This design comes from an exercise in tuning for small area, a short achievable clock period and few clock cycles on the open sky130 flow, not from production work.
Function was checked by simulation only, so behaviour that the tests miss may differ from the original.
No activity file was given, so power comes from the tool's default toggle rates.

File: flow/run.sh
#!/bin/bash
# Layout flow: the standard ORFS flow (standard.sh), with the timing
# repair asked to leave extra setup slack, so that the layout's paths are
# repaired well below the design's clock period. The constraints (clock
# period, I/O delays, loads) are the design's own and are not changed.
set -euo pipefail
MARGIN=${SETUP_MARGIN_NS:-11.0}
bash standard.sh SETUP_SLACK_MARGIN=$MARGIN finish > orfs_make.log 2>&1
File: standard.sh
#!/bin/bash
# synth_recipe.tcl (not shown) runs the flow's synth.tcl, then flattens the netlist and writes it again
# the make line also repeats each setting of config.mk as NAME=value (left out here)
make -C /OpenROAD-flow-scripts/flow DESIGN_CONFIG=/design/flow/config.mk WORK_HOME=/design/flow/orfs CLKGATE_MAP_FILE= SYNTH_SCRIPT=/design/flow/synth_recipe.tcl "${@:-finish}"
File: config.mk
export PLATFORM = sky130hd
export DESIGN_NAME = morse_keyer
export DESIGN_NICKNAME = morse_keyer
export VERILOG_FILES = /design/flow/design.v
export SDC_FILE = /design/flow/constraint.sdc
export NUM_CORES = 4
export LEC_CHECK = 0
export CAP_MARGIN = 20
export CORE_MARGIN = 2
export CORE_UTILIZATION = 60
export CTS_CLUSTER_DIAMETER = 100
export CTS_CLUSTER_SIZE = 25
export SLEW_MARGIN = 20
File: constraint.sdc
create_clock -name core_clock -period 15.0 [get_ports {clk}]
set_input_delay 3.0000 -clock core_clock [delete_from_list [all_inputs] [get_ports {clk}]]
set_output_delay 3.0000 -clock core_clock [all_outputs]
set_load 0.01 [all_outputs]
File: design.v
module morse_keyer (
    input  wire        clk,
    input  wire        rst,           
    input  wire        cmd_valid,
    input  wire [7:0]  cmd_data,
    output wire        cmd_ready,
    output reg         rsp_valid,
    output reg  [7:0]  rsp_code,
    output reg  [31:0] rsp_value,
    output wire        tx_out,
    output wire        ind_out,
    output wire        transmit,
    output wire        busy,
    output wire [3:0]  key_state
);
    localparam [7:0] OP_TICK      = 8'h01;
    localparam [7:0] OP_CONFIGURE = 8'h02;
    localparam [7:0] OP_SEND      = 8'h03;
    localparam [7:0] OP_RESET     = 8'h04;
    localparam [7:0] OP_SET_PRE   = 8'h05;
    localparam [7:0] OP_SET_DUAL  = 8'h06;
    localparam [7:0] OP_SET_TXEN  = 8'h07;
    localparam [7:0] OP_SET_REP   = 8'h08;
    localparam [7:0] OP_READ      = 8'h09;
    localparam [7:0] OP_LOOKUP    = 8'h0A;
    localparam [7:0] RC_OK          = 8'd0;
    localparam [7:0] RC_TOO_LONG    = 8'd1;
    localparam [7:0] RC_BAD_SPEED   = 8'd2;
    localparam [7:0] RC_NOT_ENC     = 8'd3;
    localparam [7:0] RC_BAD_OPERAND = 8'd4;
    localparam [7:0] RC_ILLEGAL_OP  = 8'd5;
    localparam [3:0] S_IDLE     = 4'd0;
    localparam [3:0] S_PREAMBLE = 4'd1;
    localparam [3:0] S_DIT      = 4'd2;
    localparam [3:0] S_DAH      = 4'd3;
    localparam [3:0] S_DITDLY   = 4'd4;
    localparam [3:0] S_DAHDLY   = 4'd5;
    localparam [3:0] S_CHARGAP  = 4'd6;
    localparam [3:0] S_WORDGAP  = 4'd7;
    localparam [3:0] S_REPEAT   = 4'd8;
    localparam [3:0] S_EOM      = 4'd9;
    localparam [7:0] EOC       = 8'h7F;
    localparam [7:0] WORDSPACE = 8'hFF;
    localparam integer TS = 17;
    localparam integer TN = 15;
    localparam integer WK = 4;           
    localparam integer LW = 5;            
    localparam integer HW = 4;            
    localparam [LW-1:0] LO_TOP = TS - 1;
    localparam [HW-1:0] HI_TOP = TN - 1;
    localparam [8*64-1:0] ROM_TAB = {
        8'h35, 8'h7F, 8'h7F, 8'h7F, 8'h7F, 8'hC7, 8'hB7, 8'h97,
        8'h6F, 8'h17, 8'h2F, 8'hBF, 8'h0F, 8'h4F, 8'hD7, 8'h67,
        8'hEF, 8'h9F, 8'hDF, 8'h47, 8'hAF, 8'h77, 8'h1F, 8'h07,
        8'hCF, 8'h27, 8'h3F, 8'h8F, 8'hA7, 8'h87, 8'h5F, 8'h69,
        8'h31, 8'h7F, 8'h8B, 8'h7F, 8'hA9, 8'hE1, 8'hF3, 8'hE3,
        8'hC3, 8'h83, 8'h03, 8'h0B, 8'h1B, 8'h3B, 8'h7B, 8'hFB,
        8'h93, 8'h55, 8'h85, 8'hCD, 8'h53, 8'h7F, 8'hB5, 8'hB3,
        8'h79, 8'h43, 8'h7F, 8'h12, 8'h7F, 8'h49, 8'hAD, 8'hFF};
    function [7:0] rom_byte;
        input [5:0] idx;
        begin
            rom_byte = ROM_TAB[8*idx +: 8];
        end
    endfunction
    function [5:0] char_idx;
        input [7:0] c;
        begin
            if (!c[7] && (c[6] != c[5]))
                char_idx = {c[6], c[4:0]};
            else
                char_idx = 6'd3;
        end
    endfunction
    reg [31:0] tick_q;
    reg [31:0] rem_q;         
    reg [15:0] unit_q;
    reg [31:0] wpm_q;
    reg [9:0]  st_q;          
    reg [3:0]  key_state_q;   
    reg [7:0]  msg_len_q;
    reg [7:0]  cursor_q;
    reg [7:0]  chars_q;
    reg [7:0]  stream_q;
    reg        started_q;
    reg        busy_q;
    reg        run_q;         
    reg        pre_en_q;
    reg        dual_q;
    reg        txen_q;
    reg [7:0]  repeat_q;
    wire s_idle = st_q[S_IDLE];
    wire s_pre  = st_q[S_PREAMBLE];
    wire s_dit  = st_q[S_DIT];
    wire s_dah  = st_q[S_DAH];
    wire s_gap  = st_q[S_DITDLY] | st_q[S_DAHDLY] | st_q[S_CHARGAP] | st_q[S_WORDGAP];
    wire s_rep  = st_q[S_REPEAT];
    wire s_eom  = st_q[S_EOM];
    wire [3:0] state_bin = {st_q[8] | st_q[9],
                            st_q[4] | st_q[5] | st_q[6] | st_q[7],
                            st_q[2] | st_q[3] | st_q[6] | st_q[7],
                            st_q[1] | st_q[3] | st_q[5] | st_q[7] | st_q[9]};
    reg transmit_q, tx_out_q, ind_out_q;
    assign transmit  = transmit_q;
    assign tx_out    = tx_out_q;
    assign ind_out   = ind_out_q;
    assign busy      = busy_q;
    assign key_state = key_state_q;
    reg rst_q;
    always @(posedge clk) rst_q <= rst;
    reg  [7:0] b0_q, b1_q;
    reg        v0_q, v1_q;
    reg        rdy_q;
    wire       stall;
    wire       take = v0_q & ~stall;       
    wire       byte_in = cmd_valid & rdy_q;
    wire       v1_d = !rst_q && v0_q && !take && (v1_q || byte_in);
    assign cmd_ready = rdy_q;
    always @(posedge clk) begin
        rdy_q <= !rst && !v1_d;
        if (rst_q) begin
            v0_q <= 1'b0;
            v1_q <= 1'b0;
        end else if (!v0_q || take) begin
            if (v1_q) begin
                b0_q <= b1_q;
                v0_q <= 1'b1;
                v1_q <= 1'b0;
            end else begin
                b0_q <= cmd_data;
                v0_q <= byte_in;
            end
        end else if (!v1_q) begin
            b1_q <= cmd_data;
            v1_q <= byte_in;
        end
    end
    localparam [1:0] R_OP   = 2'd0;
    localparam [1:0] R_ARG  = 2'd1;
    localparam [1:0] R_TEXT = 2'd2;
    localparam [1:0] R_SKIP = 2'd3;
    reg [1:0]  rx_q;
    reg [7:0]  op_q;
    reg [1:0]  acnt_q;        
    reg [15:0] tcnt_q;        
    reg [7:0]  tidx_q;        
    reg        tnul_q;        
    function [2:0] arg_len;
        input [7:0] op;
        begin
            case (op)
                OP_CONFIGURE: arg_len = 3'd4;
                OP_SEND:      arg_len = 3'd2;
                OP_SET_PRE, OP_SET_DUAL, OP_SET_TXEN,
                OP_SET_REP, OP_READ, OP_LOOKUP: arg_len = 3'd1;
                default:      arg_len = 3'd0;
            endcase
        end
    endfunction
    wire        at_op    = (rx_q == R_OP);
    wire        last_arg = (rx_q == R_ARG) && (acnt_q == 2'd0);
    wire [15:0] send_n   = {b0_q, tcnt_q[7:0]};    
    wire        last_txt = ((rx_q == R_TEXT) || (rx_q == R_SKIP)) && (tcnt_q == 16'd1);
    wire ex_op   = at_op && (arg_len(b0_q) == 3'd0);
    wire ex_arg  = last_arg && ((op_q != OP_SEND) || (send_n == 16'd0));
    wire ex_any  = ex_op || ex_arg || last_txt;
    wire [7:0] ex_code = at_op ? b0_q : op_q;
    wire is_tick = at_op && (b0_q == OP_TICK);
    wire is_conf = at_op && (b0_q == OP_CONFIGURE);
    wire is_read = last_arg && (op_q == OP_READ);
    wire txt_byte = (rx_q == R_TEXT);
    wire text_wr  = txt_byte && !tnul_q && (b0_q != 8'd0);
    reg [6*255-1:0] ring_q;
    reg [HW-1:0] d0_hi;
    reg [LW-1:0] d0_lo;
    reg [HW-1:0] df_hi;
    reg [LW-1:0] df_lo;
    reg          wfirst_q;    
    wire      d0_lo_z = (d0_lo == {LW{1'b0}});
    wire      df_lo_z = (df_lo == {LW{1'b0}});
    wire [HW-1:0] d0_hi_dec = (d0_hi == {HW{1'b0}}) ? HI_TOP : d0_hi - 1'b1;
    wire [HW-1:0] df_hi_dec = (df_hi == {HW{1'b0}}) ? HI_TOP : df_hi - 1'b1;
    wire [HW-1:0] d0_hi_nx = d0_lo_z ? d0_hi_dec : d0_hi;
    wire [LW-1:0] d0_lo_nx = d0_lo_z ? LO_TOP : d0_lo - 1'b1;
    wire [LW:0]   dk_lo_s  = {1'b0, d0_lo_nx} + WK;
    wire          dk_wrap  = (dk_lo_s >= TS);
    wire [LW-1:0] dk_lo    = dk_wrap ? dk_lo_s - TS : dk_lo_s[LW-1:0];
    wire [HW-1:0] dk_hi    = !dk_wrap ? d0_hi_nx : (d0_hi_nx == HI_TOP) ? {HW{1'b0}} : d0_hi_nx + 1'b1;
    reg [8*WK-1:0] win_q;      
    reg [WK-1:0]   wval_q;     
    reg [7:0]      wf_q;       
    wire       w_complete = (wf_q == msg_len_q);
    wire [7:0] c0 = win_q[7:0];
    wire [7:0] c1 = win_q[15:8];
    wire       ae0 = w_complete && !wval_q[0];
    wire       ae1 = w_complete && wval_q[0] && !wval_q[1];
    wire       w_ok = w_complete || wval_q[1];
    reg [5:0] tap_q;
    reg       tapv_q;
    reg [5:0] tap_nx;
    integer ti;
    always @* begin
        tap_nx = 6'd0;
        for (ti = 0; ti < TN; ti = ti + 1)
            if (df_hi == ti[HW-1:0])
                tap_nx = ring_q[6*(TS*ti+1) +: 6];
    end
    wire [7:0] tap_code = rom_byte(tap_q);
    reg loading_q;            
    wire [18:0] u1 = {3'd0, unit_q - 16'd1};
    wire [18:0] u3 = {1'b0, unit_q, 2'b00} + ~{3'd0, unit_q};
    wire [18:0] u7 = {unit_q, 3'b000} + ~{3'd0, unit_q};
    wire [4:0]  rep_m     = (repeat_q > 8'd30) ? 5'd30 : repeat_q[4:0];
    reg  [20:0] rep_ticks;    
    always @* begin
        case (rep_m)
            5'd0:  rep_ticks = 21'd0;
            5'd1:  rep_ticks = 21'd59999;
            5'd2:  rep_ticks = 21'd119999;
            5'd3:  rep_ticks = 21'd179999;
            5'd4:  rep_ticks = 21'd239999;
            5'd5:  rep_ticks = 21'd299999;
            5'd6:  rep_ticks = 21'd359999;
            5'd7:  rep_ticks = 21'd419999;
            5'd8:  rep_ticks = 21'd479999;
            5'd9:  rep_ticks = 21'd539999;
            5'd10: rep_ticks = 21'd599999;
            5'd11: rep_ticks = 21'd659999;
            5'd12: rep_ticks = 21'd719999;
            5'd13: rep_ticks = 21'd779999;
            5'd14: rep_ticks = 21'd839999;
            5'd15: rep_ticks = 21'd899999;
            5'd16: rep_ticks = 21'd959999;
            5'd17: rep_ticks = 21'd1019999;
            5'd18: rep_ticks = 21'd1079999;
            5'd19: rep_ticks = 21'd1139999;
            5'd20: rep_ticks = 21'd1199999;
            5'd21: rep_ticks = 21'd1259999;
            5'd22: rep_ticks = 21'd1319999;
            5'd23: rep_ticks = 21'd1379999;
            5'd24: rep_ticks = 21'd1439999;
            5'd25: rep_ticks = 21'd1499999;
            5'd26: rep_ticks = 21'd1559999;
            5'd27: rep_ticks = 21'd1619999;
            5'd28: rep_ticks = 21'd1679999;
            5'd29: rep_ticks = 21'd1739999;
            default: rep_ticks = 21'd1799999;
        endcase
    end
    reg rep_ge;
    always @* begin
        case (rep_m)
            5'd1:    rep_ge = (unit_q <= 16'd8571);
            5'd2:    rep_ge = (unit_q <= 16'd17142);
            5'd3:    rep_ge = (unit_q <= 16'd25714);
            5'd4:    rep_ge = (unit_q <= 16'd34285);
            5'd5:    rep_ge = (unit_q <= 16'd42857);
            5'd6:    rep_ge = (unit_q <= 16'd51428);
            5'd7:    rep_ge = (unit_q <= 16'd59999);
            default: rep_ge = 1'b1;
        endcase
    end
    wire [20:0] rep_dur   = rep_ge ? rep_ticks : {2'd0, u7};
    wire        rep_zero  = (repeat_q == 8'd0);
    reg         exp_q;        
    reg [3:0]  n_state;
    reg        n_move;        
    reg [7:0]  n_stream;
    reg        n_started;
    reg        n_busy;
    reg        n_pre_en;
    reg        n_len_clr;
    reg        n_cur_clr;
    reg [1:0]  n_cur_inc;
    reg        n_chars_inc;
    reg        n_chars_clr;
    reg [1:0]  n_dsel;        
    reg        n_enter;
    reg        n_rewind;      
    reg        n_wclr;
    reg        do_decide;
    reg        do_fetch;
    reg        do_element;
    always @* begin
        n_state     = S_IDLE;
        n_move      = 1'b0;
        n_stream    = stream_q;
        n_started   = started_q;
        n_busy      = busy_q;
        n_pre_en    = pre_en_q;
        n_len_clr   = 1'b0;
        n_cur_clr   = 1'b0;
        n_cur_inc   = 2'd0;
        n_chars_inc = 1'b0;
        n_chars_clr = 1'b0;
        n_dsel      = 2'd0;
        n_enter     = 1'b0;
        n_rewind    = 1'b0;
        n_wclr      = 1'b0;
        do_decide   = 1'b0;
        do_fetch    = 1'b0;
        do_element  = 1'b0;
        if (s_idle) begin
            do_decide = run_q;
        end else if (exp_q) begin
            if (s_pre) begin
                n_pre_en  = 1'b0;
                do_decide = txen_q;
                if (!txen_q) begin n_state = S_IDLE; n_move = 1'b1; end
            end
            if (s_dit || s_dah) begin
                n_move = 1'b1;
                if (stream_q != EOC) begin
                    n_state = s_dit ? S_DITDLY : S_DAHDLY;
                    n_dsel  = 2'd0;
                    n_enter = 1'b1;
                end else begin
                    n_chars_inc = 1'b1;
                    if (ae1) begin
                        n_cur_inc = 2'd1;
                        if (rep_zero) begin
                            n_state = S_EOM;
                            n_dsel  = 2'd2;
                        end else begin
                            n_state  = S_REPEAT;
                            n_dsel   = 2'd3;
                            n_rewind = 1'b1;
                        end
                        n_enter = 1'b1;
                    end else if (c1 == WORDSPACE) begin
                        n_cur_inc = 2'd2;
                        n_state   = S_WORDGAP;
                        n_dsel    = 2'd2;
                        n_enter   = 1'b1;
                    end else begin
                        n_cur_inc = 2'd1;
                        n_state   = S_CHARGAP;
                        n_dsel    = 2'd1;
                        n_enter   = 1'b1;
                    end
                end
            end
            if (s_gap) begin
                do_decide = txen_q;
                if (!txen_q) begin n_state = S_IDLE; n_move = 1'b1; end
            end
            if (s_eom) begin
                n_len_clr   = 1'b1;
                n_cur_clr   = 1'b1;
                n_chars_clr = 1'b1;
                n_stream    = EOC;
                n_started   = 1'b0;
                n_busy      = 1'b0;
                n_state     = S_IDLE;
                n_move      = 1'b1;
                n_wclr      = 1'b1;
            end
            if (s_rep) begin
                n_cur_clr   = 1'b1;
                n_chars_clr = 1'b1;
                n_stream    = EOC;
                n_started   = 1'b0;
                do_decide   = txen_q;
                if (!txen_q) begin n_state = S_IDLE; n_move = 1'b1; end
            end
        end
        if (do_decide) begin
            if (!n_started) begin
                n_started = 1'b1;
                if (n_pre_en) begin
                    n_state = S_PREAMBLE;
                    n_move  = 1'b1;
                    n_dsel  = 2'd2;
                    n_enter = 1'b1;
                end else begin
                    do_fetch = 1'b1;
                end
            end else if (n_stream == EOC) begin
                do_fetch = 1'b1;
            end else begin
                do_element = 1'b1;
            end
        end
        if (do_fetch) begin
            n_move = 1'b1;
            if (ae0) begin
                if (rep_zero) begin
                    n_state = S_EOM;
                    n_dsel  = 2'd2;
                end else begin
                    n_state  = S_REPEAT;
                    n_dsel   = 2'd3;
                    n_rewind = 1'b1;
                end
                n_enter = 1'b1;
            end else if (c0 == WORDSPACE) begin
                n_cur_inc = 2'd1;
                n_stream  = EOC;
                n_state   = S_WORDGAP;
                n_dsel    = 2'd2;
                n_enter   = 1'b1;
            end else if (c0 == EOC) begin
                n_cur_inc = 2'd1;
                n_stream  = EOC;
                n_state   = S_IDLE;
            end else begin
                n_stream   = c0;
                do_element = 1'b1;
            end
        end
        if (do_element) begin
            n_state  = n_stream[7] ? S_DAH : S_DIT;
            n_move   = 1'b1;
            n_dsel   = n_stream[7] ? 2'd1 : 2'd0;
            n_enter  = 1'b1;
            n_stream = {n_stream[6:0], 1'b1};
        end
    end
    reg [20:0] n_dur;
    always @* begin
        case (n_dsel)
            2'd0: n_dur = {2'd0, u1};
            2'd1: n_dur = {2'd0, u3};
            2'd2: n_dur = {2'd0, u7};
            default: n_dur = rep_dur;
        endcase
    end
    wire tick_needs_win = s_idle || exp_q;
    reg         div_busy_q;
    reg         div_first_q;      
    reg [4:0]   div_cnt_q;        
    reg [23:0]  div_r_q;          
    reg [16:0]  div_n_q;          
    wire [31:0] cw      = {b0_q, div_r_q};    
    wire        f_sign  = cw[31];
    wire [7:0]  f_exp   = cw[30:23];
    wire [22:0] f_frac  = cw[22:0];
    wire        f_invalid = ((f_exp == 8'hFF) && (f_frac != 23'd0)) || f_sign ||
                            ((f_exp == 8'd0) && (f_frac == 23'd0));
    wire        f_zero_q  = (f_exp >= 8'd150);
    wire        f_sat     = (f_exp <= 8'd119);
    wire [4:0]  f_k       = 8'd150 - f_exp;             
    wire [40:0] f_num     = 41'd1200 << f_k;
    wire [23:0] div_m    = {1'b1, wpm_q[22:0]};
    wire [24:0] div_t    = {div_r_q, div_n_q[16]};
    wire [25:0] div_sub  = {1'b0, div_t} - {2'b0, div_m};
    wire        div_ge   = !div_sub[25];
    wire text_slot_ok = wfirst_q || (df_hi == {HW{1'b0}} && df_lo_z);
    assign stall = (is_tick && (div_busy_q || (tick_needs_win && !w_ok))) ||
                   ((is_conf || is_read) && div_busy_q) ||
                   (text_wr && !text_slot_ok);
    wire do_tick = take && is_tick;
    wire do_ex   = take && ex_any;
    wire [31:0] end_tick = tick_q + rem_q;
    wire [31:0] status_word = {20'd0, state_bin, 1'b0, txen_q, dual_q, pre_en_q,
                               tx_out_q, ind_out_q, transmit_q, busy_q};
    reg  [31:0] read_val;
    always @* begin
        case (b0_q[3:0])
            4'd0: read_val = status_word;
            4'd1: read_val = tick_q;
            4'd2: read_val = {24'd0, chars_q};
            4'd3: read_val = {16'd0, unit_q};
            4'd4: read_val = wpm_q;
            4'd5: read_val = {24'd0, repeat_q};
            4'd6: read_val = {24'd0, cursor_q};
            4'd7: read_val = {24'd0, msg_len_q};
            4'd8: read_val = end_tick;
            default: read_val = {23'd0, started_q, stream_q};
        endcase
    end
    wire [5:0]  wr_idx   = char_idx(b0_q);
    wire [7:0]  wr_code  = rom_byte(wr_idx);
    wire [7:0]  lookup_b = wr_code;      
    reg  [7:0]  rsp_code_d;
    reg  [31:0] rsp_value_d;
    always @* begin
        rsp_code_d  = RC_OK;
        rsp_value_d = 32'd0;
        case (ex_code)
            OP_TICK, OP_RESET, OP_SET_REP: ;
            OP_CONFIGURE: if (f_invalid) rsp_code_d = RC_BAD_SPEED;
            OP_SEND:      if (rx_q == R_SKIP) rsp_code_d = RC_TOO_LONG;
            OP_SET_PRE, OP_SET_DUAL, OP_SET_TXEN:
                          if (b0_q > 8'd1) rsp_code_d = RC_BAD_OPERAND;
            OP_READ: begin
                if (b0_q > 8'd9) rsp_code_d = RC_BAD_OPERAND;
                else             rsp_value_d = read_val;
            end
            OP_LOOKUP: begin
                if (lookup_b == EOC) rsp_code_d = RC_NOT_ENC;
                else                 rsp_value_d = {24'd0, lookup_b};
            end
            default: rsp_code_d = RC_ILLEGAL_OP;
        endcase
    end
    wire        wr_char  = take && text_wr;
    wire [1:0]  w_shift  = do_tick ? n_cur_inc : 2'd0;
    wire [WK-1:0] wval_sh = (w_shift == 2'd1) ? (wval_q >> 1) :
                            (w_shift == 2'd2) ? (wval_q >> 2) : wval_q;
    wire        tap_cap  = !loading_q && tapv_q && df_lo_z && !w_complete && !wval_q[WK-1];
    wire [WK-1:0] cap_pos = wval_sh ^ {wval_sh[WK-2:0], 1'b1};    
    reg  [8*WK-1:0] win_sh;
    always @* begin
        case (w_shift)
            2'd1:    win_sh = win_q >> 8;
            2'd2:    win_sh = win_q >> 16;
            default: win_sh = win_q;
        endcase
    end
    wire ex_send  = do_ex && (ex_code == OP_SEND) && (rx_q != R_SKIP);
    wire ex_reset = do_ex && (ex_code == OP_RESET);
    wire ex_txen  = do_ex && (ex_code == OP_SET_TXEN) && (b0_q <= 8'd1);
    wire ex_dual  = do_ex && (ex_code == OP_SET_DUAL) && (b0_q <= 8'd1);
    wire tick_mv  = do_tick && n_move;
    wire to_idle  = ex_send || ex_reset;
    reg [9:0] n_st_oh;
    always @* begin
        n_st_oh = 10'd0;
        n_st_oh[n_state] = 1'b1;
    end
    wire [3:0] key_d   = tick_mv ? n_state : to_idle ? S_IDLE : key_state_q;
    wire [9:0] st_d    = tick_mv ? n_st_oh : to_idle ? 10'd1 : st_q;
    wire       busy_d  = do_tick ? n_busy : ex_send ? 1'b1 : ex_reset ? 1'b0 : busy_q;
    wire       txen_d  = ex_txen ? b0_q[0] : txen_q;
    wire       dual_d  = ex_dual ? b0_q[0] : dual_q;
    wire       kdown_d = st_d[S_PREAMBLE] | st_d[S_DIT] | st_d[S_DAH];
    wire       trans_d = kdown_d & txen_d;
    always @(posedge clk) begin
        ring_q <= {(wr_char ? wr_idx : ring_q[5:0]), ring_q[6*255-1:6]};
        tap_q  <= tap_nx;
        rsp_code  <= rsp_code_d;
        rsp_value <= rsp_value_d;
    end
    integer wi;
    always @(posedge clk) begin
        if (rst_q) begin
            transmit_q  <= 1'b0;
            tx_out_q    <= 1'b0;
            ind_out_q   <= 1'b0;
            exp_q       <= 1'b1;
            rx_q        <= R_OP;
            loading_q   <= 1'b0;
            wfirst_q    <= 1'b1;
            d0_hi       <= {HW{1'b0}};
            d0_lo       <= {LW{1'b0}};
            df_hi       <= {HW{1'b0}};
            df_lo       <= {LW{1'b0}};
            tapv_q      <= 1'b0;
            wval_q      <= {WK{1'b0}};
            wf_q        <= 8'd0;
            div_busy_q  <= 1'b0;
            rsp_valid   <= 1'b0;
            tick_q      <= 32'd0;
            rem_q       <= 32'd0;
            unit_q      <= 16'd60;
            wpm_q       <= 32'h41A00000;
            st_q        <= 10'd1;
            key_state_q <= S_IDLE;
            msg_len_q   <= 8'd0;
            cursor_q    <= 8'd0;
            chars_q     <= 8'd0;
            stream_q    <= EOC;
            started_q   <= 1'b0;
            busy_q      <= 1'b0;
            run_q       <= 1'b0;
            pre_en_q    <= 1'b0;
            dual_q      <= 1'b0;
            txen_q      <= 1'b1;
            repeat_q    <= 8'd0;
        end else begin
            st_q        <= st_d;
            key_state_q <= key_d;
            busy_q      <= busy_d;
            txen_q      <= txen_d;
            dual_q      <= dual_d;
            run_q       <= busy_d & txen_d;
            transmit_q  <= trans_d;
            tx_out_q    <= dual_d ? (busy_d & txen_d & !st_d[S_REPEAT]) : trans_d;
            ind_out_q   <= dual_d ? busy_d : trans_d;
            if (do_tick)
                exp_q <= n_enter ? ((n_dsel == 2'd0) && (unit_q == 16'd1)) : (rem_q == 32'd1);
            tapv_q      <= 1'b1;
            d0_lo <= d0_lo_nx;
            d0_hi <= d0_hi_nx;
            win_q  <= win_sh;
            wval_q <= wval_sh;
            if (df_lo_z) df_hi <= df_hi_dec;
            df_lo <= df_lo_z ? LO_TOP : df_lo - 1'b1;
            if (tap_cap) begin
                for (wi = 0; wi < WK; wi = wi + 1)
                    if (cap_pos[wi]) win_q[8*wi +: 8] <= tap_code;
                wval_q <= {wval_sh[WK-2:0], 1'b1};
                wf_q   <= wf_q + 8'd1;
                df_hi  <= df_hi;
                df_lo  <= df_lo;
            end
            rsp_valid <= do_ex && !rst;
            if (div_busy_q) begin
                if (div_cnt_q != 5'd0) begin
                    div_first_q <= 1'b0;
                    div_cnt_q   <= div_cnt_q - 5'd1;
                    div_r_q     <= div_ge ? div_sub[23:0] : div_t[23:0];
                    div_n_q     <= {div_n_q[15:0], div_ge};
                    if (div_first_q && div_ge) begin
                        unit_q     <= 16'hFFFF;
                        div_busy_q <= 1'b0;
                    end
                end else begin
                    unit_q     <= (div_n_q[15:0] == 16'd0) ? 16'd1 : div_n_q[15:0];
                    div_busy_q <= 1'b0;
                end
            end
            if (take) begin
                case (rx_q)
                    R_OP: begin
                        op_q   <= b0_q;
                        acnt_q <= arg_len(b0_q) - 3'd1;
                        if (arg_len(b0_q) != 3'd0) rx_q <= R_ARG;
                    end
                    R_ARG: begin
                        tcnt_q[7:0] <= b0_q;
                        if (op_q == OP_CONFIGURE) div_r_q <= {b0_q, div_r_q[23:8]};
                        acnt_q <= acnt_q - 2'd1;
                        if (acnt_q == 2'd0) begin
                            rx_q <= R_OP;
                            if (op_q == OP_SEND) begin
                                tcnt_q <= send_n;
                                tidx_q <= 8'd0;
                                tnul_q <= 1'b0;
                                if (send_n > 16'd255) begin
                                    rx_q <= R_SKIP;
                                end else if (send_n != 16'd0) begin
                                    rx_q      <= R_TEXT;
                                    loading_q <= 1'b1;
                                    wfirst_q  <= 1'b1;
                                    wval_q    <= {WK{1'b0}};
                                    wf_q      <= 8'd0;
                                end
                            end
                        end
                    end
                    default: begin    
                        tcnt_q <= tcnt_q - 16'd1;
                        if (tcnt_q == 16'd1) rx_q <= R_OP;
                        if (b0_q == 8'd0) tnul_q <= 1'b1;
                        if (text_wr) begin
                            tidx_q   <= tidx_q + 8'd1;
                            wfirst_q <= 1'b0;
                            df_hi    <= {HW{1'b0}};
                            df_lo    <= {LW{1'b0}};
                            tapv_q   <= 1'b0;
                            if (wfirst_q) begin
                                d0_hi <= HI_TOP;
                                d0_lo <= LO_TOP;
                            end
                            if (tidx_q < WK) begin
                                for (wi = 0; wi < WK; wi = wi + 1)
                                    if (tidx_q == wi[7:0]) win_q[8*wi +: 8] <= wr_code;
                                wval_q <= {wval_q[WK-2:0], 1'b1};
                                wf_q   <= tidx_q + 8'd1;
                            end
                        end
                    end
                endcase
            end
            if (do_ex) begin
                case (ex_code)
                    OP_TICK: begin
                        tick_q    <= tick_q + 32'd1;
                        stream_q  <= n_stream;
                        started_q <= n_started;
                        pre_en_q  <= n_pre_en;
                        cursor_q  <= (n_cur_clr ? 8'd0 : cursor_q) + {6'd0, n_cur_inc};
                        if (n_chars_clr)      chars_q <= 8'd0;
                        else if (n_chars_inc) chars_q <= chars_q + 8'd1;
                        if (n_len_clr) msg_len_q <= 8'd0;
                        rem_q <= n_enter ? {11'd0, n_dur} : rem_q - 32'd1;
                        if (n_wclr) begin
                            wval_q <= {WK{1'b0}};
                            wf_q   <= 8'd0;
                        end
                        if (n_rewind) begin
                            wval_q <= {WK{1'b0}};
                            wf_q   <= 8'd0;
                            df_hi  <= d0_hi_nx;
                            df_lo  <= d0_lo_nx;
                            tapv_q <= 1'b0;
                        end
                    end
                    OP_CONFIGURE: begin
                        if (!f_invalid) begin
                            wpm_q <= cw;
                            if (f_zero_q) begin
                                unit_q <= 16'd1;
                            end else if (f_sat) begin
                                unit_q <= 16'hFFFF;
                            end else begin
                                div_busy_q  <= 1'b1;
                                div_first_q <= 1'b1;
                                div_cnt_q   <= 5'd17;
                                div_r_q     <= f_num[40:17];
                                div_n_q     <= f_num[16:0];
                            end
                        end
                    end
                    OP_SEND: begin
                        loading_q <= 1'b0;
                        if (rx_q == R_TEXT && (tidx_q + {7'd0, text_wr}) > WK) begin
                            df_hi  <= dk_hi;
                            df_lo  <= dk_lo;
                            tapv_q <= 1'b0;
                        end
                        if (rx_q != R_SKIP) begin
                            msg_len_q <= (rx_q == R_TEXT) ? tidx_q + {7'd0, text_wr} : 8'd0;
                            cursor_q  <= 8'd0;
                            chars_q   <= 8'd0;
                            stream_q  <= EOC;
                            started_q <= 1'b0;
                            if (rx_q != R_TEXT) begin
                                wval_q <= {WK{1'b0}};
                                wf_q   <= 8'd0;
                            end
                        end
                    end
                    OP_RESET: begin
                        msg_len_q <= 8'd0;
                        cursor_q  <= 8'd0;
                        chars_q   <= 8'd0;
                        stream_q  <= EOC;
                        started_q <= 1'b0;
                        wval_q    <= {WK{1'b0}};
                        wf_q      <= 8'd0;
                    end
                    OP_SET_PRE: begin
                        if (b0_q <= 8'd1) pre_en_q <= b0_q[0];
                    end
                    OP_SET_REP: begin
                        repeat_q <= b0_q;
                    end
                    default: ;
                endcase
            end
        end
    end
endmodule
==> run summary, run 1 <==
nature of the critical path endpoint output pin; total I/O pin count between 60 and 70; number of setup violations in the final report 0; Period Utilization, post-route 0.2836; final setup margin 10.75 ns; router iterations before antenna repair 7; Clock Pin Slew Worst Setup and Hold Paths 0.10 ns; Relative slew margins 0.1698; # rows 116; number of max-slew violations in the final report 0; final-layout fill cell count 7,692; multi-input combinational cell area 20,360 um^2; Min Clock Period, post-route 4.254 ns; HPWL after DPL 101,300 um; outcome no timing/DRC/antenna violations; syn avg cell area 11.17 um^2; TritonCTS Sinks 1,921; vias per cell 5.878; mean routed wirelength per cell 22.14 um; Critical Path, Cell by Cell buf_6; Setup TNS 0 ns; die boundary width 322.7 um; DIE AREA 104,100 um^2; layout overhead on the synthesized area 9.323%; antenna violation net count after detailed routing 0; die height 322.7 um; vias after detailed routing 40,430; fraction of synthesized cell area taken by the top area cell type 0.5884; Final Net Count 5,662; antenna violations before repair 2; maximum number of pins on one net before global-route repair 75; weighted congestion reported at the end of routability-driven placement 0.9632; Max Cap Viol 0; Peak Freq 235.1 MHz; main area contributors after synthesis sky130_fd_sc_hd__dfxtp_1 59%, sky130_fd_sc_hd__edfxtp_1 6.4%, sky130_fd_sc_hd__a21oi_1 3.2%; # port buffers 55; actual transition at the worst max-transition pin ~1.2 ns; ratio of cells with drive above 1 in the final layout 0.09387; type of the worst setup path reg2out; number of H-tree levels 3; Leak 0.02559 uW; number of DRC violations after detailed routing 0; clock latency at the later pin of the worst-skew pair 0.73 ns; required time worst endpoint 12.00 ns; Primary FF master, synth sky130_fd_sc_hd__dfxtp_1; areal power density over the cells 131.2 nW/um^2; global-route wire length before repair 228,400 um; number of register bits inferred by synthesis 1,921; GR Util All Layers 0.2854; post-synthesis sequential area ratio 0.6524; CP arrival 1.25 ns; share of flip-flops with an asynchronous set or reset after synthesis 0; final count of hold timing violations 0; clock tree from TritonCTS done; Placeable Area 100,400 um^2; Register Area 39,840 um^2; delay of the slowest cell on the worst path around 0.42 ns; cell taking the most area after synthesis sky130_fd_sc_hd__dfxtp_1; top cell family by delay on the critical path flip-flops; effective utilization at floorplan 0.6067; number of buffers and inverters on the critical path 1; final worst clock skew slightly below 0.05 ns; drt initial violations 4,065; crit path max-delay cell type sky130_fd_sc_hd__dfxtp_4; number of buffers inserted during clock tree synthesis 88; RSZ-0062 raised after global routing true; largest voltage drop on the vdd net 135.9 uV; synthesized instance count 5,455; largest driver fanout on the critical path 1; overall routed net length between 150,000 and 200,000 um; Post-Synthesis Cell Area 60,940 um^2; setup slack after placement 9.575 ns; critical path startpoint category flip-flop; number of global-route vias before repair 37,980; clock tree root buffer cell sky130_fd_sc_hd__clkbuf_16; number of synthesized flops with an enable pin 130; kind of path behind the tightest hold check reg2reg; number of library cell types mapped by synthesis 107; buffers from clock root to sink, at most 3; total overflow reported by the global router 0; warnings from Yosys 1
## logic make-up after synthesis
logic type                 synth area share
DFF                                  0.6524
and+or+nand+nor                      0.1157
AOI/OAI and AO/OA                    0.1283
buffers and inverters               0.02552
xor gates and xnor gates            0.02601
adders and majority gates           0.03396
muxes                               0.01801
other                            0.00006154
## synthesized netlist by cell type (15+ instances only)
| cell type | instances |
|---|---|
| sky130_fd_sc_hd__dfxtp_1 | 1791 |
| sky130_fd_sc_hd__nand2_1 | 425 |
| sky130_fd_sc_hd__nor2_1 | 418 |
| sky130_fd_sc_hd__a21oi_1 | 388 |
| sky130_fd_sc_hd__o21ai_0 | 269 |
| sky130_fd_sc_hd__clkbuf_1 | 183 |
| sky130_fd_sc_hd__ha_1 | 155 |
| sky130_fd_sc_hd__nand3_1 | 145 |
| sky130_fd_sc_hd__inv_1 | 144 |
| sky130_fd_sc_hd__edfxtp_1 | 130 |
| sky130_fd_sc_hd__xnor2_1 | 115 |
| sky130_fd_sc_hd__nor3_1 | 111 |
| sky130_fd_sc_hd__mux2i_1 | 86 |
| sky130_fd_sc_hd__xor2_1 | 66 |
| sky130_fd_sc_hd__a31oi_1 | 53 |
| sky130_fd_sc_hd__and3_1 | 47 |
| sky130_fd_sc_hd__o211ai_1 | 45 |
| sky130_fd_sc_hd__a211oi_1 | 44 |
| sky130_fd_sc_hd__o22ai_1 | 43 |
| sky130_fd_sc_hd__or3_1 | 42 |
| sky130_fd_sc_hd__nand2b_1 | 40 |
| sky130_fd_sc_hd__a22oi_1 | 39 |
| sky130_fd_sc_hd__nor4_1 | 38 |
| sky130_fd_sc_hd__a21o_1 | 36 |
| sky130_fd_sc_hd__nand4_1 | 36 |
| sky130_fd_sc_hd__nor2b_1 | 34 |
| sky130_fd_sc_hd__buf_2 | 31 |
| sky130_fd_sc_hd__o31ai_1 | 26 |
| sky130_fd_sc_hd__a221oi_1 | 25 |
| sky130_fd_sc_hd__buf_1 | 21 |
| sky130_fd_sc_hd__nand3b_1 | 20 |
| sky130_fd_sc_hd__o21a_1 | 20 |
| sky130_fd_sc_hd__and2_1 | 19 |
| sky130_fd_sc_hd__mux2_2 | 19 |
| sky130_fd_sc_hd__a222oi_1 | 18 |
| sky130_fd_sc_hd__or2_2 | 17 |
| sky130_fd_sc_hd__a211o_1 | 15 |
## metrics by stage
| step | utilization | hold WS (ns) | power [uW] | cell area [um^2] | instances |
|---|---|---|---|---|---|
| 6_report | 0.6633 | 0.2987 | 8742 | 66620 | 6877 |
| 5_1_grt | 0.6633 | 0.3120 | 9059 | 66620 | 6875 |
| 4_1_cts | 0.6537 | 0.3109 | 8767 | 65650 | 6828 |
| 3_5_place_dp | 0.6240 | 0.3121 | 6157 | 62670 | 6680 |
| 3_3_place_gp | 0.6239 | 0.3096 | 6151 | 62670 | 6680 |
| 2_1_floorplan | - | 0.3096 | 5895 | 60960 | 5459 |
## routing by layer
metal | global-route usage | wire length, um | vias up
li1 | - | - | 19140
met1 | 0.4082 | 67370 | 19300
met2 | 0.4360 | 67370 | 1651
met3 | 0.04345 | 11450 | 334
met4 | 0.1145 | 6043 | 0
met5 | 0 | 0 | -
## registers in the layout, summed over array words and instances (netlist names), 10 cells and up, named ones only
name / cells
div_n_q: 17
div_r_q: 24
rem_q: 32
ring_q: 1530
rsp_value: 32
st_q: 10
tcnt_q: 16
tick_q: 32
unit_q: 16
win_q: 32
wpm_q: 32
## final timing paths
check                                  start            to  slack [ns]  depth (start not counted)
worst min-delay path            ring_q[1261]  ring_q[1255]        0.30                          0
worst max register to register       b0_q[1]     win_q[17]       11.06                         17
worst min register to register  ring_q[1261]  ring_q[1255]        0.30                          0
worst max-delay path             rsp_code[0]   rsp_code[0]       10.75                          1
## cells in the final DEF (no fill, tap or decap), types with 31 or more instances in the layout
cell / n
sky130_fd_sc_hd__buf_4: 110
sky130_fd_sc_hd__nor2_1: 405
sky130_fd_sc_hd__o21ai_0: 263
sky130_fd_sc_hd__a211oi_1: 41
sky130_fd_sc_hd__o211ai_1: 45
sky130_fd_sc_hd__a22oi_1: 39
sky130_fd_sc_hd__nand2b_1: 37
sky130_fd_sc_hd__inv_1: 142
sky130_fd_sc_hd__a21oi_1: 377
sky130_fd_sc_hd__a21o_1: 36
sky130_fd_sc_hd__edfxtp_1: 130
sky130_fd_sc_hd__and3_1: 44
sky130_fd_sc_hd__or3_1: 42
sky130_fd_sc_hd__clkbuf_16: 94
sky130_fd_sc_hd__a31oi_1: 52
sky130_fd_sc_hd__nand4_1: 36
sky130_fd_sc_hd__xnor2_1: 113
sky130_fd_sc_hd__buf_6: 31
sky130_fd_sc_hd__nand3_1: 142
sky130_fd_sc_hd__nor4_1: 34
sky130_fd_sc_hd__dfxtp_1: 1754
sky130_fd_sc_hd__o22ai_1: 41
sky130_fd_sc_hd__xor2_1: 66
sky130_fd_sc_hd__nor3_1: 107
sky130_fd_sc_hd__mux2i_1: 85
sky130_fd_sc_hd__nand2_1: 414
sky130_fd_sc_hd__ha_1: 145
## power by group
part	internal [uW]	total [uW]	switching (uW)
clock	1110	2660	1550
sequential	5190	5260	67.4
combinational	279	825	545
total	6580	8740	2160
## layout make-up
cell class                 count  area share
inverter                     150    0.008602
clock inverter                10    0.002366
sequential                  1921      0.5980
tap                         1357     0.02549
antenna                        2  0.00007512
timing repair buffer         184     0.02524
multi-input combinational   3146      0.3056
clock buffer                 107     0.03459
## repair_timing
action	CTS	global route
endpoints found under the setup margin	331	189
hold buffers	0	0
setup buffers	29	41
pin swaps	11	25
cloned	2	6
resized for setup	317	108
Testbench counts, summed over its fixed seeds: cycles 144,408.
==> inputs of run 2 (changes only) <==
--- a/design.v
+++ b/design.v
@@ -429,6 +429,6 @@
     reg         div_busy_q;
-    reg         div_first_q;      
     reg [4:0]   div_cnt_q;        
     reg [23:0]  div_r_q;          
-    reg [16:0]  div_n_q;          
+    reg [15:0]  div_q_q;          
+    reg         div_ovf_q;        
     wire [31:0] cw      = {b0_q, div_r_q};    
@@ -439,8 +439,7 @@
                             ((f_exp == 8'd0) && (f_frac == 23'd0));
-    wire        f_zero_q  = (f_exp >= 8'd150);
+    wire        f_zero_q  = (f_exp >= 8'd138);    
     wire        f_sat     = (f_exp <= 8'd119);
-    wire [4:0]  f_k       = 8'd150 - f_exp;             
-    wire [40:0] f_num     = 41'd1200 << f_k;
+    wire [4:0]  f_steps   = 8'd138 - f_exp;           
     wire [23:0] div_m    = {1'b1, wpm_q[22:0]};
-    wire [24:0] div_t    = {div_r_q, div_n_q[16]};
+    wire [24:0] div_t    = {div_r_q, 1'b0};
     wire [25:0] div_sub  = {1'b0, div_t} - {2'b0, div_m};
@@ -453,3 +452,4 @@
     wire do_ex   = take && ex_any;
-    wire [31:0] end_tick = tick_q + rem_q;
+    wire [31:0] add_s    = tick_q + (at_op ? 32'd1 : rem_q);
+    wire [31:0] end_tick = add_s;
     wire [31:0] status_word = {20'd0, state_bin, 1'b0, txen_q, dual_q, pre_en_q,
@@ -600,12 +600,8 @@
                 if (div_cnt_q != 5'd0) begin
-                    div_first_q <= 1'b0;
-                    div_cnt_q   <= div_cnt_q - 5'd1;
-                    div_r_q     <= div_ge ? div_sub[23:0] : div_t[23:0];
-                    div_n_q     <= {div_n_q[15:0], div_ge};
-                    if (div_first_q && div_ge) begin
-                        unit_q     <= 16'hFFFF;
-                        div_busy_q <= 1'b0;
-                    end
+                    div_cnt_q <= div_cnt_q - 5'd1;
+                    div_r_q   <= div_ge ? div_sub[23:0] : div_t[23:0];
+                    div_q_q   <= {div_q_q[14:0], div_ge};
+                    div_ovf_q <= div_ovf_q | div_q_q[15];
                 end else begin
-                    unit_q     <= (div_n_q[15:0] == 16'd0) ? 16'd1 : div_n_q[15:0];
+                    unit_q     <= div_ovf_q ? 16'hFFFF : (div_q_q == 16'd0) ? 16'd1 : div_q_q;
                     div_busy_q <= 1'b0;
@@ -669,3 +665,3 @@
                     OP_TICK: begin
-                        tick_q    <= tick_q + 32'd1;
+                        tick_q    <= add_s;
                         stream_q  <= n_stream;
@@ -699,6 +695,6 @@
                                 div_busy_q  <= 1'b1;
-                                div_first_q <= 1'b1;
-                                div_cnt_q   <= 5'd17;
-                                div_r_q     <= f_num[40:17];
-                                div_n_q     <= f_num[16:0];
+                                div_cnt_q   <= f_steps;
+                                div_r_q     <= 24'd4915200;
+                                div_q_q     <= 16'd0;
+                                div_ovf_q   <= 1'b0;
                             end
==> run 2 against run 1 <==
Compared with the run above: still clean; total power increased by 0.62%; critical path depth unchanged; worst setup slack improved by 0.018 ns; sequential power about the same; clock-buffer cell count decreased by 3; hold slack improved by 0.011 ns; clock power increased by 3%; via count decreased by 2.4%; cell count decreased by 1.9%.
==> run summary, run 2 <==
top-count cell post-synth sky130_fd_sc_hd__dfxtp_1 (unchanged); actual transition at the worst max-transition pin 1.196 ns (was 1.232 ns); final-layout fill cell count 7,644 (was 7,692); commonest cells after routing, fill and taps aside 1,739 x sky130_fd_sc_hd__dfxtp_1, 439 x sky130_fd_sc_hd__nor2_1, 411 x sky130_fd_sc_hd__nand2_1 (was 1,754 x sky130_fd_sc_hd__dfxtp_1, 414 x sky130_fd_sc_hd__nand2_1, 405 x sky130_fd_sc_hd__nor2_1); GR Util All Layers 0.2777 (was 0.2854); cell taking the most area after synthesis sky130_fd_sc_hd__dfxtp_1 (unchanged); CP arrival 1.24 ns (was 1.25 ns); required time worst endpoint 12.00 ns (about the same); global-route wire length before repair 221,100 um (was 228,400 um); outcome no timing/DRC/antenna violations (unchanged); crit path max-delay cell type sky130_fd_sc_hd__dfxtp_2 (was sky130_fd_sc_hd__dfxtp_4); Post-Synthesis Cell Area 60,190 um^2 (was 60,940 um^2); effective utilization at floorplan 0.6036 (was 0.6067); post-synthesis sequential area ratio 0.6601 (was 0.6524); die height 320.7 um (was 322.7 um); number of library cell types mapped by synthesis 110 (was 107); Primary FF master, synth sky130_fd_sc_hd__dfxtp_1 (unchanged); nature of the critical path endpoint output pin (unchanged); share of flip-flops with an asynchronous set or reset after synthesis 0 (unchanged); Biggest register ring_q (unchanged); number of DRC violations after detailed routing 0 (unchanged); clock tree from TritonCTS done (unchanged); clock tree root buffer cell sky130_fd_sc_hd__clkbuf_16 (unchanged); met1 Use GR 0.4167 (was 0.4082); maximum number of pins on one net before global-route repair 69 (was 75); type of the worst setup path reg2out (unchanged); flip-flop count of the largest register after layout 1,530 (unchanged); busiest layer in global routing met1 (was met2); post-route non-filler standard cell count 6,745 (was 6,877); vias after detailed routing 39,440 (was 40,430); number of register bits inferred by synthesis 1,920 (was 1,921); clock latency at the later pin of the worst-skew pair 0.71 ns (was 0.73 ns); number of max-slew violations in the final report 0 (unchanged); Placeable Area 99,710 um^2 (was 100,400 um^2); met3 track utilization from global routing 0.04717 (was 0.04345); final worst clock skew 0.05072 ns (was 0.04815 ns); Period Utilization, post-route 0.2824 (was 0.2836); delay of the slowest cell on the worst path 0.39 ns (was 0.42 ns); Clock Pin Slew Worst Setup and Hold Paths 0.11 ns (was 0.10 ns); synth cell count leaders 1,791 x sky130_fd_sc_hd__dfxtp_1, 452 x sky130_fd_sc_hd__nor2_1, 418 x sky130_fd_sc_hd__nand2_1 (was 1,791 x sky130_fd_sc_hd__dfxtp_1, 425 x sky130_fd_sc_hd__nand2_1, 418 x sky130_fd_sc_hd__nor2_1); # port buffers 55 (unchanged); Final Net Count 5,579 (was 5,662); number of setup violations in the final report 0 (unchanged); number of placed instances with taps included 6,516 (was 6,680); Relative slew margins 0.2026 (was 0.1698); TritonCTS Sinks 1,920 (was 1,921); final setup margin 10.76 ns (was 10.75 ns); total overflow reported by the global router 0 (unchanged); multi-input combinational cell area 19,850 um^2 (was 20,360 um^2); kind of path behind the tightest hold check reg2reg (unchanged); antenna violations before repair 5 (was 2); areal power density over the cells 132.5 nW/um^2 (was 131.2 nW/um^2); number of H-tree levels 3 (unchanged); final count of hold timing violations 0 (unchanged); start point of the worst min-delay path ring_q[1453] (was ring_q[1261]); overall routed net length 146,400 um (was 152,200 um); Max Cap Viol 0 (unchanged); router iterations before antenna repair 12 (was 7); r2r startpoint repeat_q[5] (was b0_q[1]); total I/O pin count 61 (unchanged); launch point of the worst path rsp_value[2] (was rsp_code[0]); commonest non-fill, non-tap cell in the layout sky130_fd_sc_hd__dfxtp_1 (unchanged); ratio of cells with drive above 1 in the final layout 0.1033 (was 0.09387); main area contributors after synthesis sky130_fd_sc_hd__dfxtp_1 60%, sky130_fd_sc_hd__edfxtp_1 6.4%, sky130_fd_sc_hd__a21oi_1 3.2% (was sky130_fd_sc_hd__dfxtp_1 59%, sky130_fd_sc_hd__edfxtp_1 6.4%, sky130_fd_sc_hd__a21oi_1 3.2%); Critical Path, Cell by Cell buf_6 (unchanged); final core utilization 0.6657 (was 0.6633); Setup TNS 0 ns (unchanged); vias per cell 5.847 (was 5.878); number of buffers and inverters on the critical path 1 (unchanged); syn avg cell area 11.25 um^2 (was 11.17 um^2); Peak Freq 236.1 MHz (was 235.1 MHz); mean routed wirelength per cell 21.71 um (was 22.14 um); buffers from clock root to sink, at most 3 (unchanged); setup slack after placement 8.924 ns (was 9.575 ns); # rows 116 (unchanged); antenna violation net count after detailed routing 0 (unchanged); total power draw 8796 uW (was 8742 uW); die boundary width 320.7 um (was 322.7 um); number of buffers inserted during clock tree synthesis 91 (was 88); critical path startpoint category flip-flop (unchanged); number of global-route vias before repair 36,980 (was 37,980); fraction of synthesized cell area taken by the top area cell type 0.5957 (was 0.5884); HPWL after DPL 98,540 um (was 101,300 um); Min Clock Period, post-route 4.236 ns (was 4.254 ns); met2 Use GR 0.4086 (was 0.4360); number of synthesized flops with an enable pin 129 (was 130); largest driver fanout on the critical path 1 (unchanged); top cell family by delay on the critical path flip-flops (unchanged); weighted congestion reported at the end of routability-driven placement 0.9522 (was 0.9632); Leak 0.02524 uW (was 0.02559 uW); warnings from Yosys 1 (unchanged); RSZ-0062 raised after global routing true (unchanged); drt initial violations 4,388 (was 4,065); layout overhead on the synthesized area 10.29% (was 9.323%); largest voltage drop on the vdd net 130.7 uV (was 135.9 uV); DIE AREA 102,900 um^2 (was 104,100 um^2); Register Area 39,830 um^2 (was 39,840 um^2); synthesized instance count 5,351 (was 5,455)
## run 2: cell types whose count changed after synthesis, sizes merged, moves of 20 or more
cell   delta
nor2     +34
and3     -24
o21ai    -32
a22oi    +20
and2     +36
nand3    -31
## run 2: final cells by class
type | count | area share
repair buffers | 210 | 0.02876
clock inverters | 17 | 0.003940
clock buffers | 104 | 0.03600
diodes | 4 | 0.0001508
inverters | 131 | 0.007559
multi-input cells | 3061 | 0.2991
well taps | 1298 | 0.02447
flip-flops and latches | 1920 | 0.6000
## run 2: logic make-up (layout without fill, tap and decap cells)
group / after synthesis / after routing / synth area share
AO/OA/AOI/OAI: 1170 / 1170 / 0.1254
XOR/XNOR: 155 / 155 / 0.02256
adder cells (fa/ha/maj): 153 / 153 / 0.03243
buffers and inverters: 378 / 462 / 0.02476
flip-flops: 1920 / 1920 / 0.6601
multiplexers: 106 / 106 / 0.01813
other: 1 / 9 / 0.00006231
AND/OR/NAND/NOR: 1468 / 1472 / 0.1166
## run 2: final timing paths
kind / to / slack (ns) / depth (start not counted)
min: ring_q[1447] / 0.31 / 0
max reg2reg: tx_out_q / 10.82 / 18
min reg2reg: ring_q[1447] / 0.31 / 0
max: rsp_value[2] / 10.76 / 1
## run 2: per-stage QoR
step | cell area (um^2) | hold WS (ns)
floorplan | 60200 | 0.3096
global placement | 61860 | 0.3095
detailed placement | 61870 | 0.3121
CTS | 65430 | 0.3060
global route | 66370 | 0.3196
finish | 66380 | 0.3096
## run 2: metal layers
layer,routed length [um],vias to the layer above
li1,-,18770
met1,68340,18840
met2,61890,1519
met3,11560,306
met4,4615,6
met5,38,-
## run 2: report_power, final
group / switching [uW] / leakage (uW) / internal (uW) / total, uW
Combinational: 535 / 0.00828 / 281 / 816
Sequential: 55.1 / 0.0157 / 5190 / 5240
Clock: 1570 / 0.00129 / 1170 / 2740
Total: 2160 / 0.0252 / 6640 / 8800
## run 2: repair_timing
action,in CTS,in global routing
resized for setup,385,106
setup buffers,46,48
pin swaps,26,48
gates cloned,4,6
hold buffers,0,0
setup endpoints to repair,372,182
Testbench counts of run 2, summed over its fixed seeds: cycles 143,948.
==> inputs of run 3 (changes only) <==
--- a/design.v
+++ b/design.v
@@ -142,6 +142,5 @@
     reg [1:0]  rx_q;
-    reg [7:0]  op_q;
+    reg [3:0]  op_q;          
     reg [1:0]  acnt_q;        
     reg [15:0] tcnt_q;        
-    reg [7:0]  tidx_q;        
     reg        tnul_q;        
@@ -164,8 +163,8 @@
     wire ex_op   = at_op && (arg_len(b0_q) == 3'd0);
-    wire ex_arg  = last_arg && ((op_q != OP_SEND) || (send_n == 16'd0));
+    wire ex_arg  = last_arg && ((op_q != OP_SEND[3:0]) || (send_n == 16'd0));
     wire ex_any  = ex_op || ex_arg || last_txt;
-    wire [7:0] ex_code = at_op ? b0_q : op_q;
+    wire [7:0] ex_code = at_op ? b0_q : {4'd0, op_q};
     wire is_tick = at_op && (b0_q == OP_TICK);
     wire is_conf = at_op && (b0_q == OP_CONFIGURE);
-    wire is_read = last_arg && (op_q == OP_READ);
+    wire is_read = last_arg && (op_q == OP_READ[3:0]);
     wire txt_byte = (rx_q == R_TEXT);
@@ -207,3 +206,2 @@
     end
-    wire [7:0] tap_code = rom_byte(tap_q);
     reg loading_q;            
@@ -472,4 +470,7 @@
     wire [5:0]  wr_idx   = char_idx(b0_q);
-    wire [7:0]  wr_code  = rom_byte(wr_idx);
-    wire [7:0]  lookup_b = wr_code;      
+    wire        rom_b0   = loading_q || ((rx_q == R_ARG) && (op_q == OP_LOOKUP[3:0]));
+    wire [7:0]  rom_out  = rom_byte(rom_b0 ? wr_idx : tap_q);
+    wire [7:0]  wr_code  = rom_out;
+    wire [7:0]  tap_code = rom_out;
+    wire [7:0]  lookup_b = rom_out;      
     reg  [7:0]  rsp_code_d;
@@ -500,3 +501,3 @@
                             (w_shift == 2'd2) ? (wval_q >> 2) : wval_q;
-    wire        tap_cap  = !loading_q && tapv_q && df_lo_z && !w_complete && !wval_q[WK-1];
+    wire        tap_cap  = !rom_b0 && tapv_q && df_lo_z && !w_complete && !wval_q[WK-1];
     wire [WK-1:0] cap_pos = wval_sh ^ {wval_sh[WK-2:0], 1'b1};    
@@ -612,3 +613,3 @@
                     R_OP: begin
-                        op_q   <= b0_q;
+                        op_q   <= b0_q[3:0];
                         acnt_q <= arg_len(b0_q) - 3'd1;
@@ -618,3 +619,3 @@
                         tcnt_q[7:0] <= b0_q;
-                        if (op_q == OP_CONFIGURE) div_r_q <= {b0_q, div_r_q[23:8]};
+                        if (op_q == OP_CONFIGURE[3:0]) div_r_q <= {b0_q, div_r_q[23:8]};
                         acnt_q <= acnt_q - 2'd1;
@@ -622,5 +623,4 @@
                             rx_q <= R_OP;
-                            if (op_q == OP_SEND) begin
+                            if (op_q == OP_SEND[3:0]) begin
                                 tcnt_q <= send_n;
-                                tidx_q <= 8'd0;
                                 tnul_q <= 1'b0;
@@ -631,2 +631,3 @@
                                     loading_q <= 1'b1;
+                                    msg_len_q <= 8'd0;    
                                     wfirst_q  <= 1'b1;
@@ -643,3 +644,3 @@
                         if (text_wr) begin
-                            tidx_q   <= tidx_q + 8'd1;
+                            msg_len_q <= msg_len_q + 8'd1;
                             wfirst_q <= 1'b0;
@@ -652,7 +653,7 @@
                             end
-                            if (tidx_q < WK) begin
+                            if (msg_len_q < WK) begin
                                 for (wi = 0; wi < WK; wi = wi + 1)
-                                    if (tidx_q == wi[7:0]) win_q[8*wi +: 8] <= wr_code;
+                                    if (msg_len_q == wi[7:0]) win_q[8*wi +: 8] <= wr_code;
                                 wval_q <= {wval_q[WK-2:0], 1'b1};
-                                wf_q   <= tidx_q + 8'd1;
+                                wf_q   <= msg_len_q + 8'd1;
                             end
@@ -704,3 +705,3 @@
                         loading_q <= 1'b0;
-                        if (rx_q == R_TEXT && (tidx_q + {7'd0, text_wr}) > WK) begin
+                        if (rx_q == R_TEXT && (msg_len_q + {7'd0, text_wr}) > WK) begin
                             df_hi  <= dk_hi;
@@ -710,3 +711,3 @@
                         if (rx_q != R_SKIP) begin
-                            msg_len_q <= (rx_q == R_TEXT) ? tidx_q + {7'd0, text_wr} : 8'd0;
+                            if (rx_q != R_TEXT) msg_len_q <= 8'd0;    
                             cursor_q  <= 8'd0;
--- a/config.mk
+++ b/config.mk
@@ -11,3 +11,3 @@
 export CTS_CLUSTER_DIAMETER = 100
-export CTS_CLUSTER_SIZE = 25
+export CTS_CLUSTER_SIZE = 22
 export SLEW_MARGIN = 20
==> run 3 against run 2 <==
Compared with the run above: combinational power barely moved; global-route usage fell by 1.5 points; sequential power barely moved; hold slack improved by 0.0016 ns; synthesized area fell by 3.6%; critical path depth did not move; largest cell class unchanged; highest routed layer unchanged.
==> run summary, run 3 <==
commonest non-fill, non-tap cell in the layout sky130_fd_sc_hd__dfxtp_1 (unchanged); synthesized instance count 5,040 (was 5,351); commonest cells after routing, fill and taps aside 1,748 x sky130_fd_sc_hd__dfxtp_1, 400 x sky130_fd_sc_hd__nor2_1, 390 x sky130_fd_sc_hd__nand2_1 (was 1,739 x sky130_fd_sc_hd__dfxtp_1, 439 x sky130_fd_sc_hd__nor2_1, 411 x sky130_fd_sc_hd__nand2_1); HPWL after DPL 89,520 um (was 98,540 um); Max Cap Viol 0 (unchanged); router iterations before antenna repair 8 (was 12); top-count cell post-synth sky130_fd_sc_hd__dfxtp_1 (unchanged); number of setup violations in the final report 0 (unchanged); largest voltage drop on the vdd net 152.5 uV (was 130.7 uV); number of buffers inserted during clock tree synthesis 98 (was 91); delay of the slowest cell on the worst path 0.42 ns (was 0.39 ns); DIE AREA 99,210 um^2 (was 102,900 um^2); vias per cell 5.693 (was 5.847); Relative slew margins 0.3243 (was 0.2026); final worst clock skew 0.05224 ns (was 0.05072 ns); drt initial violations 3,828 (was 4,388); total overflow reported by the global router 0 (unchanged); number of global-route vias before repair 33,790 (was 36,980); cell taking the most area after synthesis sky130_fd_sc_hd__dfxtp_1 (unchanged); outcome no timing/DRC/antenna violations (unchanged); antenna violations before repair 7 (was 5); effective utilization at floorplan 0.6027 (was 0.6036); number of register bits inferred by synthesis 1,908 (was 1,920); clock latency at the later pin of the worst-skew pair 0.73 ns (was 0.71 ns); Placeable Area 96,280 um^2 (was 99,710 um^2); weighted congestion reported at the end of routability-driven placement 0.9474 (was 0.9522); Biggest register ring_q (unchanged); clock tree from TritonCTS done (unchanged); final count of hold timing violations 0 (unchanged); post-synthesis sequential area ratio 0.6785 (was 0.6601); Post-Synthesis Cell Area 58,020 um^2 (was 60,190 um^2); TritonCTS Sinks 1,908 (was 1,920); layout overhead on the synthesized area 9.550% (was 10.29%); number of DRC violations after detailed routing 0 (unchanged); Leak 0.02481 uW (was 0.02524 uW); die height 315.0 um (was 320.7 um); largest driver fanout on the critical path 2 (was 1); overall routed net length 132,600 um (was 146,400 um); warnings from Yosys 1 (unchanged); Critical Path, Cell by Cell buf_6 (unchanged); Setup TNS 0 ns (unchanged); final core utilization 0.6602 (was 0.6657); mean routed wirelength per cell 20.73 um (was 21.71 um); type of the worst setup path reg2out (unchanged); global-route wire length before repair 202,300 um (was 221,100 um); critical path startpoint category flip-flop (unchanged); CP arrival 1.24 ns (about the same); syn avg cell area 11.51 um^2 (was 11.25 um^2); antenna violation net count after detailed routing 0 (unchanged); # rows 114 (was 116); top cell family by delay on the critical path flip-flops (unchanged); GR Util All Layers 0.2630 (was 0.2777); clock tree root buffer cell sky130_fd_sc_hd__clkbuf_16 (unchanged); Period Utilization, post-route 0.2828 (was 0.2824); number of library cell types mapped by synthesis 100 (was 110); RSZ-0062 raised after global routing true (unchanged); Peak Freq 235.8 MHz (was 236.1 MHz); required time worst endpoint 12.00 ns (about the same); total I/O pin count 61 (unchanged); Final Net Count 5,245 (was 5,579); Min Clock Period, post-route 4.241 ns (was 4.236 ns); vias after detailed routing 36,420 (was 39,440); synth cell count leaders 1,791 x sky130_fd_sc_hd__dfxtp_1, 410 x sky130_fd_sc_hd__nor2_1, 393 x sky130_fd_sc_hd__nand2_1 (was 1,791 x sky130_fd_sc_hd__dfxtp_1, 452 x sky130_fd_sc_hd__nor2_1, 418 x sky130_fd_sc_hd__nand2_1); Primary FF master, synth sky130_fd_sc_hd__dfxtp_1 (unchanged); die boundary width 315.0 um (was 320.7 um); share of flip-flops with an asynchronous set or reset after synthesis 0 (unchanged); maximum number of pins on one net before global-route repair 74 (was 69); areal power density over the cells 138.2 nW/um^2 (was 132.5 nW/um^2); final-layout fill cell count 7,393 (was 7,644); number of buffers and inverters on the critical path 1 (unchanged); # port buffers 55 (unchanged); actual transition at the worst max-transition pin 1.010 ns (was 1.196 ns); buffers from clock root to sink, at most 3 (unchanged); flip-flop count of the largest register after layout 1,530 (unchanged); crit path max-delay cell type sky130_fd_sc_hd__dfxtp_4 (was sky130_fd_sc_hd__dfxtp_2); post-cts hold buffer count 0 (unchanged); kind of path behind the tightest hold check reg2reg (unchanged); Clock Pin Slew Worst Setup and Hold Paths 0.10 ns (was 0.11 ns); number of H-tree levels 3 (unchanged); number of max-slew violations in the final report 0 (unchanged); fraction of synthesized cell area taken by the top area cell type 0.6179 (was 0.5957); nature of the critical path endpoint output pin (unchanged); number of synthesized flops with an enable pin 117 (was 129); ratio of cells with drive above 1 in the final layout 0.09183 (was 0.1033); main area contributors after synthesis sky130_fd_sc_hd__dfxtp_1 62%, sky130_fd_sc_hd__edfxtp_1 6.1%, sky130_fd_sc_hd__ha_1 3.0% (was sky130_fd_sc_hd__dfxtp_1 60%, sky130_fd_sc_hd__edfxtp_1 6.4%, sky130_fd_sc_hd__a21oi_1 3.2%)
## run 3: power breakdown
group	switching (uW)	leakage, uW	internal (uW)	total [uW]
clock network	1540	0.00133	1220	2760
logic	529	0.00792	285	814
registers	54.7	0.0156	5150	5210
total	2130	0.0248	6660	8780
## run 3: path summary, 6_finish.rpt
path	startpoint	endpoint	slack (ns)	cells past startpoint
min reg2reg	ring_q[1257]	ring_q[1251]	0.31	0
max	busy_q	busy	10.76	1
max reg2reg	b0_q[6]	rsp_code[1]	11.11	14
min	ring_q[1257]	ring_q[1251]	0.31	0
## run 3: timing repair
action,in CTS,in global routing
resized for setup,304,86
endpoints found under the setup margin,322,215
pin swaps,12,8
setup buffers,30,27
cloned,1,1
## run 3: area by class of cell
cell class / count / area [um^2] / area share
clock buffers: 117 / 2545 / 0.04004
flip-flops and latches: 1908 / 39450 / 0.6206
inverters: 122 / 466.7 / 0.007342
multi-input cells: 2799 / 17880 / 0.2813
repair buffers: 161 / 1438 / 0.02262
well taps: 1276 / 1597 / 0.02512
clock inverters: 11 / 185.2 / 0.002913
diodes: 3 / 7.507 / 0.0001181
## run 3: logic make-up (layout without fill, tap and decap cells)
family	Yosys count	in the layout	share of synthesized area
AND/OR/NAND/NOR	1322	1324	0.1068
XOR/XNOR	151	151	0.02279
multiplexers	99	99	0.01867
adder cells (fa/ha/maj)	144	144	0.03170
buffers and inverters	339	411	0.02312
AO/OA/AOI/OAI	1076	1076	0.1184
flip-flops	1908	1908	0.6785
other	1	8	0.00006463
## run 3: per-stage QoR
stage / setup WS [ns] / std cells / power (uW) / area [um^2] / hold WS (ns)
after global routing: 10.75 / 6394 / 9101 / 63560 / 0.3237
after global placement: 9.771 / 6207 / 6083 / 59770 / 0.3096
after floorplan: 11.00 / 5044 / 5804 / 58070 / 0.3096
final: 10.76 / 6397 / 8782 / 63570 / 0.3112
after detailed placement: 9.696 / 6207 / 6086 / 59770 / 0.3121
after CTS: 10.75 / 6366 / 8818 / 62990 / 0.3135
## run 3: routing by layer
layer | global-route usage | up-vias | part of all wire
met2 | 0.3880 | 1267 | 0.42
met4 | 0.08139 | 2 | 0.031
met3 | 0.03611 | 233 | 0.066
li1 | - | 17570 | -
met5 | 0 | - | 0.000098
met1 | 0.4007 | 17350 | 0.48
Testbench counts of run 3, summed over its fixed seeds: cycles 144,014.

==> re-timing with driven ports <==
Ports are ideal in the flow. The routed layouts listed here were re-timed in OpenROAD. Step 1 assumes that a clkbuf_16 drives the clock port and a buf_2 every other input. Step 2 also shifts input and output timing later by t, the mid clock arrival at the registers, as if the neighbouring blocks saw the same clock. Three values: ideal, step 1, step 2; two values: the first two.
| run | t, ns | setup WS [ns] | worst setup path after step 2 |
|---|---|---|---|
| run 1 | 0.780 | 10.746 / 10.672 / 10.468 | input to register |
| run 2 | 0.771 | 10.764 / 10.686 / 10.606 | input to register |
| run 3 | 0.777 | 10.759 / 10.683 / 10.527 | input to register |
After both steps setup and hold are still met in every run listed. For run 1, which loses most, drivers alone change the setup slack by -0.074 ns; drivers and shift together by -0.278 ns.
